What follows belongs to an exercise in optimizing a design on an open flow for small area, a short achievable clock period and few clock cycles per item; a production flow would make more cautious choices.
At most, simulation tests tie the RTL to the original design; equivalence was not proved.
Power is estimated from default activity; no workload was simulated.

==> flow/design.v (excerpt) <==
module etrle_enc (
    input  wire       clk,
    input  wire       rst,
    input  wire       in_valid,
    output wire       in_ready,
    input  wire [7:0] in_data,
    input  wire       in_last,     
    input  wire       in_empty,    
    output wire       out_valid,
    input  wire       out_ready,
    output wire [7:0] out_data
);
For scale: roughly 1,700 cells after synthesis, ~1,300 flip-flops, roughly 24 I/O pins, roughly 29,000 um2 of cells after synthesis.
==> module etrle_enc, before the edit <==
module etrle_enc (
    input  wire       clk,
    input  wire       rst,
    input  wire       in_valid,
    output wire       in_ready,
    input  wire [7:0] in_data,
    input  wire       in_last,     
    input  wire       in_empty,    
    output wire       out_valid,
    input  wire       out_ready,
    output wire [7:0] out_data
);
    localparam integer N  = 129;    
    reg  [9*N-1:0] ring;
    wire [8:0] tap = ring[9*N-1 -: 9];      
    wire [8:0] s0  = ring[8:0];             
    wire tap_v = tap[8];
    wire tap_p = !tap[8] && tap[0];
    wire s0_empty = !s0[8] && !s0[0];
    reg       r_v, r2_v;
    reg [7:0] r_d, r2_d;
    reg       r_nz, r2_nz;     
    reg       r_last, r_empty, r2_last, r2_empty;
    reg       in_rdy;
    reg       h_v;
    reg [7:0] h_d;
    reg       h_last, h_empty;
    reg       hz;          
    reg       rn126;       
    reg       lnz;         
    reg       run_lit, run_zero;
    reg [6:0] run_n;
    reg       doneP, doneDZ;
    localparam integer LQ = 6;
    reg [6:0] lq [0:LQ-1];
    reg [2:0] lq_rd, lq_wr;
    reg       lq_rl, lq_wl;
    wire lq_same  = (lq_wr == lq_rd);
    wire lq_full  = lq_same && (lq_wl != lq_rl);
    wire lq_empty = lq_same && (lq_wl == lq_rl);
    reg [7:0] k;           
    reg       k1;          
    reg       rwait;       
    reg       flush;       
    reg [7:0] wcnt;
    reg       ov;
    reg [7:0] od;
    reg [7:0] oh;
    wire rnz    = r_nz;
    wire need_r = !h_empty && !h_last && hz;
    wire cls_ok = h_v && (!need_r || r_v);
    wire lit    = !h_empty && (!hz || (!h_last && lnz && rnz));
    wire zend   = h_last || rnz || (run_zero && rn126);
    wire [6:0] zn = run_zero ? run_n + 7'd1 : 7'd1;
    wire needP = lit && !run_lit;
    wire needZ = !h_empty && !lit && zend;
    wire needE = h_empty || h_last;
    wire selP  = needP && !doneP && !doneDZ;
    wire selDZ = !selP && (lit || needZ) && !doneDZ;
    wire selE  = !selP && !selDZ && needE;
    wire have_item = selP || selDZ || selE;
    wire is_last   = selE || (selDZ && !needE) || !have_item;
    wire [8:0] item = selP  ? 9'h001 :
                      selDZ ? (lit ? {1'b1, h_d} : {2'b11, zn}) :
                              9'h100;
    wire closeD = selDZ && lit && (rn126 || h_last);
    wire closeZ = !lit && !h_empty && run_lit && (needZ ? selDZ : !have_item);
    wire pushc  = closeD || closeZ;
    wire [6:0] push_val = closeD ? run_n + 7'd1 : run_n;
    wire sync   = !rwait;
    wire wr_ok  = s0_empty && (k1 || (sync && !(selDZ && lit)));
    wire commit = cls_ok && (!have_item || wr_ok) && (!pushc || !lq_full);
    wire push   = commit && pushc;
    wire write  = commit && have_item;
    wire advance = commit && is_last;
    wire take_r = r_v && (!h_v || advance);
    wire accept = in_valid && in_rdy;
    wire in_nz  = (in_data != 8'd0);
    assign in_ready = in_rdy;
    wire can_load = !ov || out_ready;
    wire act      = !flush && (!rwait || wcnt == 8'd0);
    wire rd_data  = act && tap_v && can_load;
    wire rd_ctrl  = act && tap_p && can_load && !lq_empty;
    wire stuck    = act && (tap_v || tap_p) && !rd_data && !rd_ctrl;
    wire cons     = rd_data || rd_ctrl || flush || rst;
    wire pop      = rd_ctrl;
    assign out_valid = ov;
    assign out_data  = od;
    integer i;
    always @(posedge clk) begin
        ring[9*N-1:18] <= ring[9*(N-1)-1:9];
        ring[17:9]     <= write ? item : s0;
        ring[8:0]      <= {tap[8] & ~cons, tap[7:1], tap[0] & ~cons};
        if (push) lq[lq_wr] <= push_val;
        if (take_r || !r_v) begin
            r_d     <= r2_v ? r2_d     : in_data;
            r_nz    <= r2_v ? r2_nz    : in_nz;
            r_last  <= r2_v ? r2_last  : in_last;
            r_empty <= r2_v ? r2_empty : in_empty;
        end
        if (!r2_v) begin
            r2_d     <= in_data;
            r2_nz    <= in_nz;
            r2_last  <= in_last;
            r2_empty <= in_empty;
        end
        if (take_r) begin
            h_d     <= r_d;
            hz      <= !r_nz;
            h_last  <= r_last;
            h_empty <= r_empty;
        end
        if (rd_data || rd_ctrl) begin
            od <= rd_data ? tap[7:0] : {1'b0, lq[lq_rd]};
            oh <= ~(rd_data ? tap[7:0] : {1'b0, lq[lq_rd]});
        end else begin
            od <= ~oh;
        end
        if (rst) begin
            r_v      <= 1'b0;
            r2_v     <= 1'b0;
            in_rdy   <= 1'b1;
            rn126    <= 1'b0;
            h_v      <= 1'b0;
            lnz      <= 1'b0;
            run_lit  <= 1'b0;
            run_zero <= 1'b0;
            doneP    <= 1'b0;
            doneDZ   <= 1'b0;
            lq_rd    <= 3'd0;
            lq_wr    <= 3'd0;
            lq_rl    <= 1'b0;
            lq_wl    <= 1'b0;
            k        <= 8'd0;
            k1       <= 1'b0;
            rwait    <= 1'b0;
            flush    <= 1'b1;
            wcnt     <= N - 2;
            ov       <= 1'b0;
        end else begin
            if (take_r) begin
                r_v  <= r2_v || accept;
                r2_v <= 1'b0;
                in_rdy <= 1'b1;
            end else if (accept) begin
                r_v  <= 1'b1;
                r2_v <= r_v;
                in_rdy <= !r_v;
            end
            if (take_r)       h_v <= 1'b1;
            else if (advance) h_v <= 1'b0;
            if (commit) begin
                if (selP) begin
                    doneP   <= 1'b1;
                    run_lit <= 1'b1;
                    run_n   <= 7'd0;
                    rn126   <= 1'b0;
                end else if (selDZ && lit) begin
                    doneDZ  <= 1'b1;
                    run_n   <= run_n + 7'd1;
                    rn126   <= (run_n == 7'd125);
                    if (closeD) run_lit <= 1'b0;
                end else if (selDZ) begin
                    doneDZ   <= 1'b1;
                    run_lit  <= 1'b0;
                    run_zero <= 1'b0;
                end else if (!have_item && !h_empty) begin
                    run_lit  <= 1'b0;
                    run_zero <= 1'b1;
                    run_n    <= zn;
                    rn126    <= run_zero ? (run_n == 7'd125) : 1'b0;
                end
                if (advance) begin
                    doneP  <= 1'b0;
                    doneDZ <= 1'b0;
                    lnz    <= !h_empty && !h_last && !hz;
                end
            end
            if (push) begin
                lq_wr <= (lq_wr == LQ - 1) ? 3'd0 : lq_wr + 3'd1;
                if (lq_wr == LQ - 1) lq_wl <= ~lq_wl;
            end
            if (pop) begin
                lq_rd <= (lq_rd == LQ - 1) ? 3'd0 : lq_rd + 3'd1;
                if (lq_rd == LQ - 1) lq_rl <= ~lq_rl;
            end
            k  <= write ? 8'd1 : (k == N - 1) ? 8'd0 : k + 8'd1;
            k1 <= write || (k == 8'd0);
            if (flush) begin
                if (wcnt == 8'd0) flush <= 1'b0;
                else              wcnt  <= wcnt - 8'd1;
            end else if (stuck) begin
                rwait <= 1'b1;
                wcnt  <= N - 1;
            end else if (act) begin
                rwait <= 1'b0;
            end else begin
                wcnt <= wcnt - 8'd1;
            end
            if (rd_data || rd_ctrl) ov <= 1'b1;
            else if (out_ready)     ov <= 1'b0;
        end
    end
endmodule
==> flow/config.mk <==
export PLATFORM = sky130hd
export DESIGN_NAME = etrle_enc
export DESIGN_NICKNAME = etrle_enc
export VERILOG_FILES = /design/flow/design.v
export SDC_FILE = /design/flow/constraint.sdc
export NUM_CORES = 4
export LEC_CHECK = 0
export CAP_MARGIN = 20
export CORE_MARGIN = 2
export CORE_UTILIZATION = 65
export CTS_BUF_LIST = sky130_fd_sc_hd__clkbuf_16
export CTS_CLUSTER_DIAMETER = 80
export CTS_CLUSTER_SIZE = 32
export PLACE_DENSITY = 0.75
export SLEW_MARGIN = 20
==> flow/constraint.sdc <==
create_clock -name core_clock -period 8.0 [get_ports {clk}]
set_input_delay 1.6000 -clock core_clock [delete_from_list [all_inputs] [get_ports {clk}]]
set_output_delay 1.6000 -clock core_clock [all_outputs]
set_load 0.01 [all_outputs]
standard.sh (not shown) runs the stock make flow with config.mk's settings and CLKGATE_MAP_FILE= SYNTH_SCRIPT=/design/flow/synth_recipe.tcl, a recipe that flattens the netlist after the stock synthesis.
==> flow/flow/run.sh <==
#!/bin/bash
set -o pipefail
export SETUP_SLACK_MARGIN=5.3
bash standard.sh 2>&1 | tee standard_flow.log
Then changed:
--- a/flow/design.v
+++ b/flow/design.v
@@ -12,4 +12,5 @@
 );
     localparam integer N  = 129;    
+    localparam integer QW = 2;      
     reg  [9*N-1:0] ring;
     wire [8:0] tap = ring[9*N-1 -: 9];      
@@ -32,11 +33,8 @@
     reg [6:0] run_n;
     reg       doneP, doneDZ;
-    localparam integer LQ = 6;
-    reg [6:0] lq [0:LQ-1];
-    reg [2:0] lq_rd, lq_wr;
-    reg       lq_rl, lq_wl;
-    wire lq_same  = (lq_wr == lq_rd);
-    wire lq_full  = lq_same && (lq_wl != lq_rl);
-    wire lq_empty = lq_same && (lq_wl == lq_rl);
+    reg [6:0]    lq [0:(1<<QW)-1];
+    reg [QW:0]   lq_rd, lq_wr;      
+    wire lq_full  = (lq_wr == {~lq_rd[QW], lq_rd[QW-1:0]});
+    wire lq_empty = (lq_wr == lq_rd);
     reg [7:0] k;           
     reg       k1;          
@@ -92,5 +90,5 @@
         ring[17:9]     <= write ? item : s0;
         ring[8:0]      <= {tap[8] & ~cons, tap[7:1], tap[0] & ~cons};
-        if (push) lq[lq_wr] <= push_val;
+        if (push) lq[lq_wr[QW-1:0]] <= push_val;
         if (take_r || !r_v) begin
             r_d     <= r2_v ? r2_d     : in_data;
@@ -112,6 +110,6 @@
         end
         if (rd_data || rd_ctrl) begin
-            od <= rd_data ? tap[7:0] : {1'b0, lq[lq_rd]};
-            oh <= ~(rd_data ? tap[7:0] : {1'b0, lq[lq_rd]});
+            od <= rd_data ? tap[7:0] : {1'b0, lq[lq_rd[QW-1:0]]};
+            oh <= ~(rd_data ? tap[7:0] : {1'b0, lq[lq_rd[QW-1:0]]});
         end else begin
             od <= ~oh;
@@ -128,8 +126,6 @@
             doneP    <= 1'b0;
             doneDZ   <= 1'b0;
-            lq_rd    <= 3'd0;
-            lq_wr    <= 3'd0;
-            lq_rl    <= 1'b0;
-            lq_wl    <= 1'b0;
+            lq_rd    <= 0;
+            lq_wr    <= 0;
             k        <= 8'd0;
             k1       <= 1'b0;
@@ -177,12 +173,6 @@
                 end
             end
-            if (push) begin
-                lq_wr <= (lq_wr == LQ - 1) ? 3'd0 : lq_wr + 3'd1;
-                if (lq_wr == LQ - 1) lq_wl <= ~lq_wl;
-            end
-            if (pop) begin
-                lq_rd <= (lq_rd == LQ - 1) ? 3'd0 : lq_rd + 3'd1;
-                if (lq_rd == LQ - 1) lq_rl <= ~lq_rl;
-            end
+            if (push) lq_wr <= lq_wr + 1'b1;
+            if (pop)  lq_rd <= lq_rd + 1'b1;
             k  <= write ? 8'd1 : (k == N - 1) ? 8'd0 : k + 8'd1;
             k1 <= write || (k == 8'd0);
=>
- wire length went down by about 3%
- global-route usage went down by 0.36 points
- register-to-register slack is better by 0.05 ns
- area after synthesis went down by 2.0%
- power went down by 0.71%
- setup slack is worse by 0.0054 ns
- final cell count went down by 3.0%
- via count went down by about 4%
- clock skew went up by 0.012 ns
Testbench counts after the change, summed over its fixed seeds: cycles 126,512, bytes 119,443.
For the first run of this note, only the layout was checked, not whether the RTL still works.

==> static timing again, ports no longer ideal <==
The flow's constraints put no driver on any port. The routed layouts listed below were extracted and timed again, unchanged, in two steps.
Step 1 (the two cells are an assumption about what drives the block):
set clk [get_ports {clk}]
set_driving_cell -lib_cell sky130_fd_sc_hd__clkbuf_16 $clk
set_driving_cell -lib_cell sky130_fd_sc_hd__buf_2 [delete_from_list [all_inputs] $clk]
Step 2 adds t to the input delays and takes it off the output delays; t is the mean of the earliest and latest rising clock arrival at the registers after step 1. Input paths then give back, and output paths get back, about the clock's delay inside the block.
Three values: ideal ports, drivers, drivers and shift; two values: the first two.
run	t (ns)	slack for setup (ns)	hold WS [ns]	pins driven straight from the clock port
the first run	0.655	5.287 / 5.235 / 4.808	0.316 / 0.316 / 0.316	1
the second run	0.649	5.282 / 5.230 / 4.773	0.319 / 0.319 / 0.319	1
After both steps every run listed still meets setup and hold. For the second run, which loses most, drivers alone change the setup slack by -0.052 ns; drivers and shift together by -0.509 ns.
